From an optimization exercise on the open Yosys and OpenROAD flow, aimed at small area and a short achievable clock period; shortcuts taken in it are not production practice. Only the layout flow was run in this run; the RTL was not checked for function there. In this run the design's own scripts or RTL, not TritonCTS, make the clock network. No driver is modelled on the clock port, so clock power and skew are understated where the tree is cut down; a real chip needs a root buffer or a tree. No activity file was given, so power comes from the tool's default toggle rates.

**config.mk**
```make
export PLATFORM = sky130hd
export DESIGN_NAME = kojisan_scale
export DESIGN_NICKNAME = kojisan_scale
export VERILOG_FILES = /design/flow/design.v
export SDC_FILE = /design/flow/constraint.sdc
export NUM_CORES = 4
export LEC_CHECK = 0
export CAP_MARGIN = 20
export CORE_MARGIN = 2
export CORE_UTILIZATION = 40
export CTS_BUF_LIST = sky130_fd_sc_hd__clkbuf_8
export CTS_CLUSTER_DIAMETER = 100
export CTS_CLUSTER_SIZE = 40
export SLEW_MARGIN = 20
```
**constraint.sdc**
```tcl
create_clock -name core_clock -period 10.0 [get_ports {clk}]
set_input_delay 2.0000 -clock core_clock [delete_from_list [all_inputs] [get_ports {clk}]]
set_output_delay 2.0000 -clock core_clock [all_outputs]
set_load 0.01 [all_outputs]
```
**design.v**
```verilog
module kojisan_scale (
    input  wire        clk,
    input  wire        rst,
    input  wire        in_valid,
    input  wire        in_sel,
    input  wire [15:0] in_raw,
    output reg         out_valid,
    output reg         out_sel,
    output reg  [31:0] out_q
);
    function automatic [31:0] skadd(input [31:0] a, input [31:0] b, input cin);
        reg [31:0] g, p, x;
        integer l, i;
        begin
            x = a ^ b;
            g = a & b;
            p = x;
            g[0] = g[0] | (p[0] & cin);
            for (l = 0; l < 5; l = l + 1)
                for (i = 0; i < 32; i = i + 1)
                    if (((i >> l) & 1) == 1) begin
                        g[i] = g[i] | (p[i] & g[((i >> l) << l) - 1]);
                        p[i] = p[i] & p[((i >> l) << l) - 1];
                    end
            skadd = x ^ {g[30:0], cin};
        end
    endfunction
    function automatic [63:0] bkadd64(input [63:0] a, input [63:0] b, input cin);
        reg [63:0] g, p, x;
        integer l, i;
        begin
            x = a ^ b;
            g = a & b;
            p = x;
            g[0] = g[0] | (p[0] & cin);
            for (l = 0; l < 6; l = l + 1)
                for (i = 0; i < 64; i = i + 1)
                    if ((i % (2 << l)) == (2 << l) - 1) begin
                        g[i] = g[i] | (p[i] & g[i - (1 << l)]);
                        p[i] = p[i] & p[i - (1 << l)];
                    end
            for (l = 4; l >= 0; l = l - 1)
                for (i = 0; i < 64; i = i + 1)
                    if (i >= (3 << l) - 1 && (i % (2 << l)) == (1 << l) - 1) begin
                        g[i] = g[i] | (p[i] & g[i - (1 << l)]);
                        p[i] = p[i] & p[i - (1 << l)];
                    end
            bkadd64 = x ^ {g[62:0], cin};
        end
    endfunction
    function automatic [31:0] bkadd(input [31:0] a, input [31:0] b, input cin);
        reg [31:0] g, p, x;
        integer l, i;
        begin
            x = a ^ b;
            g = a & b;
            p = x;
            g[0] = g[0] | (p[0] & cin);
            for (l = 0; l < 5; l = l + 1)
                for (i = 0; i < 32; i = i + 1)
                    if ((i % (2 << l)) == (2 << l) - 1) begin
                        g[i] = g[i] | (p[i] & g[i - (1 << l)]);
                        p[i] = p[i] & p[i - (1 << l)];
                    end
            for (l = 3; l >= 0; l = l - 1)
                for (i = 0; i < 32; i = i + 1)
                    if (i >= (3 << l) - 1 && (i % (2 << l)) == (1 << l) - 1) begin
                        g[i] = g[i] | (p[i] & g[i - (1 << l)]);
                        p[i] = p[i] & p[i - (1 << l)];
                    end
            bkadd = x ^ {g[30:0], cin};
        end
    endfunction
    reg [15:0] r1; reg s1, v1;
    reg [18:0] a2; reg s2, v2;
    reg [23:0] n3; reg s3, v3;
    wire [31:0] rr  = {16'd0, r1};
    wire [31:0] a   = skadd(rr << 3, ~rr, 1'b1);
    wire [18:0] am  = s1 ? {1'b0, r1, 2'b00} : a[18:0];
    wire [31:0] t1  = {9'd0, a2, 4'b0000};
    wire [31:0] t2  = {10'd0, a2, 3'b000};
    wire [31:0] t3  = {13'd0, a2};
    wire [31:0] cs  = t1 ^ t2 ^ t3;
    wire [31:0] cc  = ((t1 & t2) | (t1 & t3) | (t2 & t3)) << 1;
    wire [31:0] n   = bkadd(cs, cc, 1'b0);
    wire [63:0] w   = bkadd64({23'd0, 1'b0, n3, 8'h01, n3[23:16]},
                              {23'd0, s3 ? 9'h000 : 9'h1D3, 8'h00, n3}, 1'b0);
    always @(posedge clk) begin
        if (rst) begin v1 <= 1'b0; v2 <= 1'b0; v3 <= 1'b0; out_valid <= 1'b0; end
        else begin v1 <= in_valid; v2 <= v1; v3 <= v2; out_valid <= v3; end
        r1 <= in_raw; s1 <= in_sel;
        a2 <= am;        s2 <= s1;
        n3 <= n[23:0];   s3 <= s2;
        out_q <= w[40:9]; out_sel <= s3;
    end
endmodule
```
**flow/run.sh**
```bash
#!/bin/bash
set -euo pipefail
export BUFFER_PORTS_ARGS="-buffer_cell sky130_fd_sc_hd__buf_1"
export SETUP_SLACK_MARGIN=7.25
bash standard.sh cts > standard_to_cts.log 2>&1
openroad -no_init -exit flow/clktree.tcl > clktree.log 2>&1
bash standard.sh finish > standard_finish.log 2>&1
```
**flow/clktree.tcl**
```tcl
# Replace the clock tree that CTS built with four clock buffers fed straight
# from the clock port, each driving one quarter of the flip-flops (split by
# position), then legalize. Reads and rewrites the 4_cts.odb of the standard flow.
set platform $::env(FLOW_HOME)/platforms/$::env(FLOW_PLATFORM)
set results orfs/results/$::env(FLOW_PLATFORM)/kojisan_scale/base
read_lef $platform/lef/sky130_fd_sc_hd.tlef
read_lef $platform/lef/sky130_fd_sc_hd_merged.lef
read_liberty $platform/lib/sky130_fd_sc_hd__tt_025C_1v80.lib
read_db $results/4_cts.odb
read_sdc $results/4_cts.sdc
proc rebuild_clock_tree {ngroup bufmaster} {
  set block [ord::get_db_block]
  set db [ord::get_db]
  set clkport [$block findBTerm clk]
  set clknet [$clkport getNet]
  # every cell on the clock tree below the port (buffers, inverters, dummy loads)
  set sinks {}
  set treecells {}
  set front [list $clknet]
  set seen [dict create]
  while {[llength $front]} {
    set net [lindex $front 0]; set front [lrange $front 1 end]
    foreach it [$net getITerms] {
      if {![$it isInputSignal] && [$it getIoType] ne "INPUT"} continue
      set inst [$it getInst]
      set m [$inst getMaster]
      if {[$m isSequential]} { lappend sinks $it; continue }
      if {[dict exists $seen [$inst getName]]} continue
      dict set seen [$inst getName] 1
      lappend treecells $inst
      foreach o [$inst getITerms] {
        if {[$o isOutputSignal] && [$o getNet] ne "NULL"} { lappend front [$o getNet] }
      }
    }
  }
  puts "clock tree: [llength $treecells] cells, [llength $sinks] sinks"
  # delete the old tree
  foreach inst $treecells {
    foreach o [$inst getITerms] {
      if {[$o isOutputSignal] && [$o getNet] ne "NULL"} {
        set n [$o getNet]
        foreach it [$n getITerms] { $it disconnect }
        odb::dbNet_destroy $n
      }
    }
    foreach it [$inst getITerms] { if {[$it getNet] ne "NULL"} { $it disconnect } }
    odb::dbInst_destroy $inst
  }
  # cluster sinks: split by x into two halves, then each by y (ngroup = 4), or by x only
  set pts {}
  foreach it $sinks {
    set inst [$it getInst]
    set bb [$inst getBBox]
    lappend pts [list [expr {([$bb xMin] + [$bb xMax]) / 2}] [expr {([$bb yMin] + [$bb yMax]) / 2}] $it]
  }
  set groups [list $pts]
  set axis 0
  while {[llength $groups] < $ngroup} {
    set next {}
    foreach g $groups {
      set s [lsort -integer -index $axis $g]
      set h [expr {[llength $s] / 2}]
      lappend next [lrange $s 0 [expr {$h - 1}]] [lrange $s $h end]
    }
    set groups $next
    set axis [expr {1 - $axis}]
  }
  set master [$db findMaster $bufmaster]
  set k 0
  foreach g $groups {
    set sx 0; set sy 0
    foreach p $g { incr sx [lindex $p 0]; incr sy [lindex $p 1] }
    set cx [expr {$sx / [llength $g]}]; set cy [expr {$sy / [llength $g]}]
    set inst [odb::dbInst_create $block $master clkbuf_flat_$k]
    $inst setLocation $cx $cy
    $inst setPlacementStatus PLACED
    set net [odb::dbNet_create $block clknet_flat_$k]
    $net setSigType CLOCK
    [$inst findITerm A] connect $clknet
    [$inst findITerm X] connect $net
    foreach p $g { [lindex $p 2] connect $net }
    puts "group $k: [llength $g] sinks at ($cx, $cy)"
    incr k
  }
}
rebuild_clock_tree 4 sky130_fd_sc_hd__clkbuf_16
detailed_placement
check_placement -verbose
source $platform/setRC.tcl
estimate_parasitics -placement
set_propagated_clock [all_clocks]
report_clock_skew
report_worst_slack -max
report_worst_slack -min
write_db $results/4_cts.odb
```
**standard.sh**
```bash
#!/bin/bash
# synth_recipe.tcl (not shown) runs the flow's synth.tcl, then flattens the netlist and writes it again
# the make line also repeats each setting of config.mk as NAME=value (left out here)
make -C /OpenROAD-flow-scripts/flow DESIGN_CONFIG=/design/flow/config.mk WORK_HOME=/design/flow/orfs CLKGATE_MAP_FILE= SYNTH_SCRIPT=/design/flow/synth_recipe.tcl "${@:-finish}"
```
==> flow_summary.json <==
{
  "outcome": "timing/DRC/antenna clean",
  "cts.sinks": 99,
  "synthesis.yosys.warnings": 1,
  "timing_hold_violations_final": 0,
  "timing.critical_path.cells": "fa_1, ha_4, a21o_1, a21o_1, a221o_1, a41oi_2, buf_4, o21ai_2, fa_2, xor2_1",
  "route.vias.total": 3046,
  "synth.distinct_cells": 54,
  "avg_cell_area_syn_um2": 11.31,
  "routed-wl-met3_um": 275,
  "antenna_cells_inserted": 0,
  "worstReg2RegEnd": "n3[19]$_DFF_P_",
  "worst_path_largest_cell_delay_ns": 0.57,
  "postSynthRegisterBits": 99,
  "pwr_density_cell_nw_per_um2": 262.7,
  "chipHeight_um": 114.6,
  "placement.io_buffers": 53,
  "synth-edff-count": 0,
  "routed_wl_mm": 8.158,
  "global_route.overflow_total": 0,
  "synth-seq-area-share_pct": 40.48,
  "worstHoldEndpoint": "s3$_DFF_P_",
  "dieWidth_um": 114.6,
  "min-delay-start": "s2$_DFF_P_",
  "maxCapViolCount": 0,
  "wirelength_met1_mm": 3.637,
  "detailedRoute.firstPassIterationCount": 4,
  "fp.coreArea_um2": 11960,
  "groute.usage.overall_pct": 13.26,
  "die_area_um2": 13140,
  "start_kind": "flip-flop",
  "r2r_setup_slack_ns": 7.18,
  "drive_gt1_share_pct": 19.92,
  "critical_path_class": "flip-flop to flip-flop",
  "layout_stage_area_growth_over_the_synthesis_result_pct": 14.62,
  "worst_hold_path.num_cells": 0,
  "vdd_ir_drop_max_mv": 0.1061,
  "setup_total_negative_slack_ns": 0,
  "wl_per_cell_um": 12.67,
  "static-leakage-power_nw": 2.621,
  "wl_met2_mm": 4.082,
  "antenna_found_initial": 0,
  "post_layout_util_pct": 46.91,
  "worst_path_most_repeated_cell": "sky130_fd_sc_hd__a21o_1",
  "clk-insertion-delay-late_ns": 0.16,
  "topRoutingLayerUsed": "met4",
  "clock.fmax_mhz": 354.7,
  "cp.required_ns": 10.05,
  "ios": 54,
  "first_iter_violations": 56,
  "routed_via_density": 4.730,
  "cp_data_arrival_time_ns": 2.87,
  "synth_cells": 433,
  "rsz0062_at_grt": "true",
  "worstMarginPinSlew_ns": 0.6330,
  "finClkSkew_ns": 0.007820,
  "detailedPlacementHpwl_mm": 6.668,
  "post_synth_instance_area_um2": 4896,
  "ys_async_sr_fraction_pct": 0,
  "crit_path_top_delay_cell": "sky130_fd_sc_hd__fa_1",
  "postSynthNetCount": 546,
  "report.final.slew_viol_count": 0,
  "rows": 40,
  "route.detailed.drc": 0,
  "ant_nets": 0,
  "place_congestion": 0.8380,
  "end_kind": "flip-flop",
  "tightest_hold_check_type": "flip-flop to flip-flop",
  "synth_flop_cell": "sky130_fd_sc_hd__dfxtp_1",
  "report.final.setup_viol": 0,
  "grt_pass1_vias": 3067,
  "final_nets": 612,
  "fillers": 1127,
  "period_share_pct": 28.19,
  "floorplan.initialDensity_pct": 40.93,
  "wire_length_of_the_first_global_routing_pass_mm": 13.94,
  "timing.rr.start": "a2[13]$_DFF_P_",
  "timing.slew.headroom_pct": 57.48,
  "layout_min_cycle_time_ns": 2.819,
  "maximum_number_of_pins_on_one_net_before_global_route_repair": 32,
  "r2r.worst_path.cells": 10,
  "clkSlewWorstSetupHoldPaths_ns": 0.09,
  "critPathMaxFanout": 4
}
==> cell type report <==
class / count / area (um^2) / share of cell area [%]
tap: 147 / 183.9 / 3.278
inverter: 54 / 202.7 / 3.612
buffer: 4 / 100.1 / 1.784
timing repair buffer: 63 / 329.1 / 5.864
multi-input combinational: 277 / 2791 / 49.74
sequential: 99 / 2004 / 35.72
==> report_power, final <==
group          leakage [nW]  switching (W)  internal, W
logic                  1.74       0.000360     0.000335
registers             0.836      0.0000790     0.000531
clock network        0.0493      0.0000960    0.0000734
==> worst max path at each step <==
stage	start	to	depth (start not counted)
floorplan	a2[13]$_DFF_P_	n3[23]$_DFF_P_	10
finish	a2[13]$_DFF_P_	n3[19]$_DFF_P_	10
global placement	a2[0]$_SDFF_PP0_	n3[19]$_DFF_P_	10
CTS	out_q[17]$_DFF_P_	out_q[17]	1
global route	a2[0]$_SDFF_PP0_	n3[20]$_DFF_P_	11
detailed placement	a2[5]$_DFF_P_	n3[23]$_DFF_P_	10
==> kinds of logic after synthesis <==
kind of cell	count (synthesis)	synth area share (%)
buf+inv	57	4.447
compound gates	67	10.94
mux	4	0.9455
xor+xnor	32	5.724
fa+ha+maj	93	28.83
simple gates	81	8.638
flops	99	40.48
==> sequential cells by signal, summed over array words and instances (netlist names), 16 cells and up <==
signal	count
a2	19
n3	24
out_q	32
r1	16
==> synthesized netlist by cell type (3+ instances only) <==
cell type,number,area (um^2)
sky130_fd_sc_hd__xor2_1,16,140.1
sky130_fd_sc_hd__a21o_1,6,45.04
sky130_fd_sc_hd__fa_1,33,660.6
sky130_fd_sc_hd__o31ai_1,4,30.03
sky130_fd_sc_hd__nor2_1,16,60.06
sky130_fd_sc_hd__dfxtp_1,99,1982
sky130_fd_sc_hd__inv_1,54,202.7
sky130_fd_sc_hd__nor2b_1,6,37.54
sky130_fd_sc_hd__nor3_1,8,40.04
sky130_fd_sc_hd__and3_1,4,25.02
sky130_fd_sc_hd__a21oi_1,12,60.06
sky130_fd_sc_hd__ha_1,60,750.7
sky130_fd_sc_hd__a211oi_1,3,22.52
sky130_fd_sc_hd__o21ai_0,16,80.08
sky130_fd_sc_hd__nand3_1,4,20.02
sky130_fd_sc_hd__nand2_1,26,97.59
sky130_fd_sc_hd__xnor2_1,16,140.1
sky130_fd_sc_hd__and4_1,3,26.28
sky130_fd_sc_hd__o21a_1,3,22.52
==> metal layers <==
layer  up-vias  global-route usage (%)
li1       1574                       -
met4         0                   4.797
met2        50                   24.06
met5         -                       0
met1      1411                   15.65
met3        11                   2.276
==> cells in the final DEF, fill, tap and decap left out, types with 3 or more instances in the layout <==
cell type and count:
sky130_fd_sc_hd__o21ai_0 14, sky130_fd_sc_hd__and3_1 4, sky130_fd_sc_hd__inv_1 54, sky130_fd_sc_hd__o21a_1 3
sky130_fd_sc_hd__and4_1 3, sky130_fd_sc_hd__a211oi_2 3, sky130_fd_sc_hd__clkbuf_16 4, sky130_fd_sc_hd__nor3_1 7
sky130_fd_sc_hd__buf_4 10, sky130_fd_sc_hd__dfxtp_2 12, sky130_fd_sc_hd__nand2_1 26, sky130_fd_sc_hd__xor2_1 16
sky130_fd_sc_hd__nor2b_1 6, sky130_fd_sc_hd__o31ai_1 4, sky130_fd_sc_hd__buf_2 32, sky130_fd_sc_hd__nand3_1 4
sky130_fd_sc_hd__a21oi_2 3, sky130_fd_sc_hd__dfxtp_1 85, sky130_fd_sc_hd__a21o_1 6, sky130_fd_sc_hd__xnor2_1 14
sky130_fd_sc_hd__nor2_1 16, sky130_fd_sc_hd__fa_1 29, sky130_fd_sc_hd__o21ai_2 5, sky130_fd_sc_hd__ha_1 56
sky130_fd_sc_hd__fa_2 4, sky130_fd_sc_hd__buf_1 19, sky130_fd_sc_hd__a21oi_1 9
==> metrics by stage <==
| stage | worst slack, ns | hold slack (ns) | std cells | area [um^2] | power (W) |
|---|---|---|---|---|---|
| 6_report | 7.181 | 0.3344 | 644 | 5612 | 0.001474 |
| 5_1_grt | 7.061 | 0.3477 | 644 | 5612 | 0.001614 |
| 4_1_cts | 7.140 | 0.3408 | 654 | 5638 | 0.001544 |
| 3_5_place_dp | 7.077 | 0.3121 | 631 | 5316 | 0.001249 |
| 3_3_place_gp | 7.118 | 0.3130 | 631 | 5316 | 0.001235 |
| 2_1_floorplan | 7.237 | 0.3096 | 433 | 4941 | 0.001064 |
==> worst max-delay path: cells and delay by family, from the launching register on <==
kind	cells	cell delay (ns)
flip-flops	1	0.36
XOR/XNOR	1	0.16
buffers and inverters	1	0.15
adder cells (fa/ha/maj)	3	1.13
AO/OA/AOI/OAI	5	0.90
==> what timing repair did <==
action,4_1_cts,5_1_grt
gates resized for setup,50,10
cloned,0,0
buffers inserted,7,2
endpoints found under the setup margin,45,15
hold buffers,0,0
pin swaps,5,3

port drivers added, routing unchanged:
The flow's constraints put no driver on any port. The routed layout listed below was extracted and timed again, unchanged, in two steps. Step 1, drivers: a clkbuf_16 drives clk and a buf_2 each remaining input, both assumed. Step 2 also shifts input and output timing later by t, the mid clock arrival at the registers, as if the neighbouring blocks saw the same clock. Slacks: ideal ports / drivers / drivers and shift; pairs: ideal ports / drivers.
shift t [ns]: 0.236
slack for setup (ns): 7.181 / 7.181 / 7.181
clock arrival spread, ns: 0.009 / 0.009
worst register clock-pin slew, ns: 0.09 / 0.09
After both steps this run still meets setup and hold. The setup slack of this run moves by 0.000 ns with the drivers and by 0.000 ns with both steps.
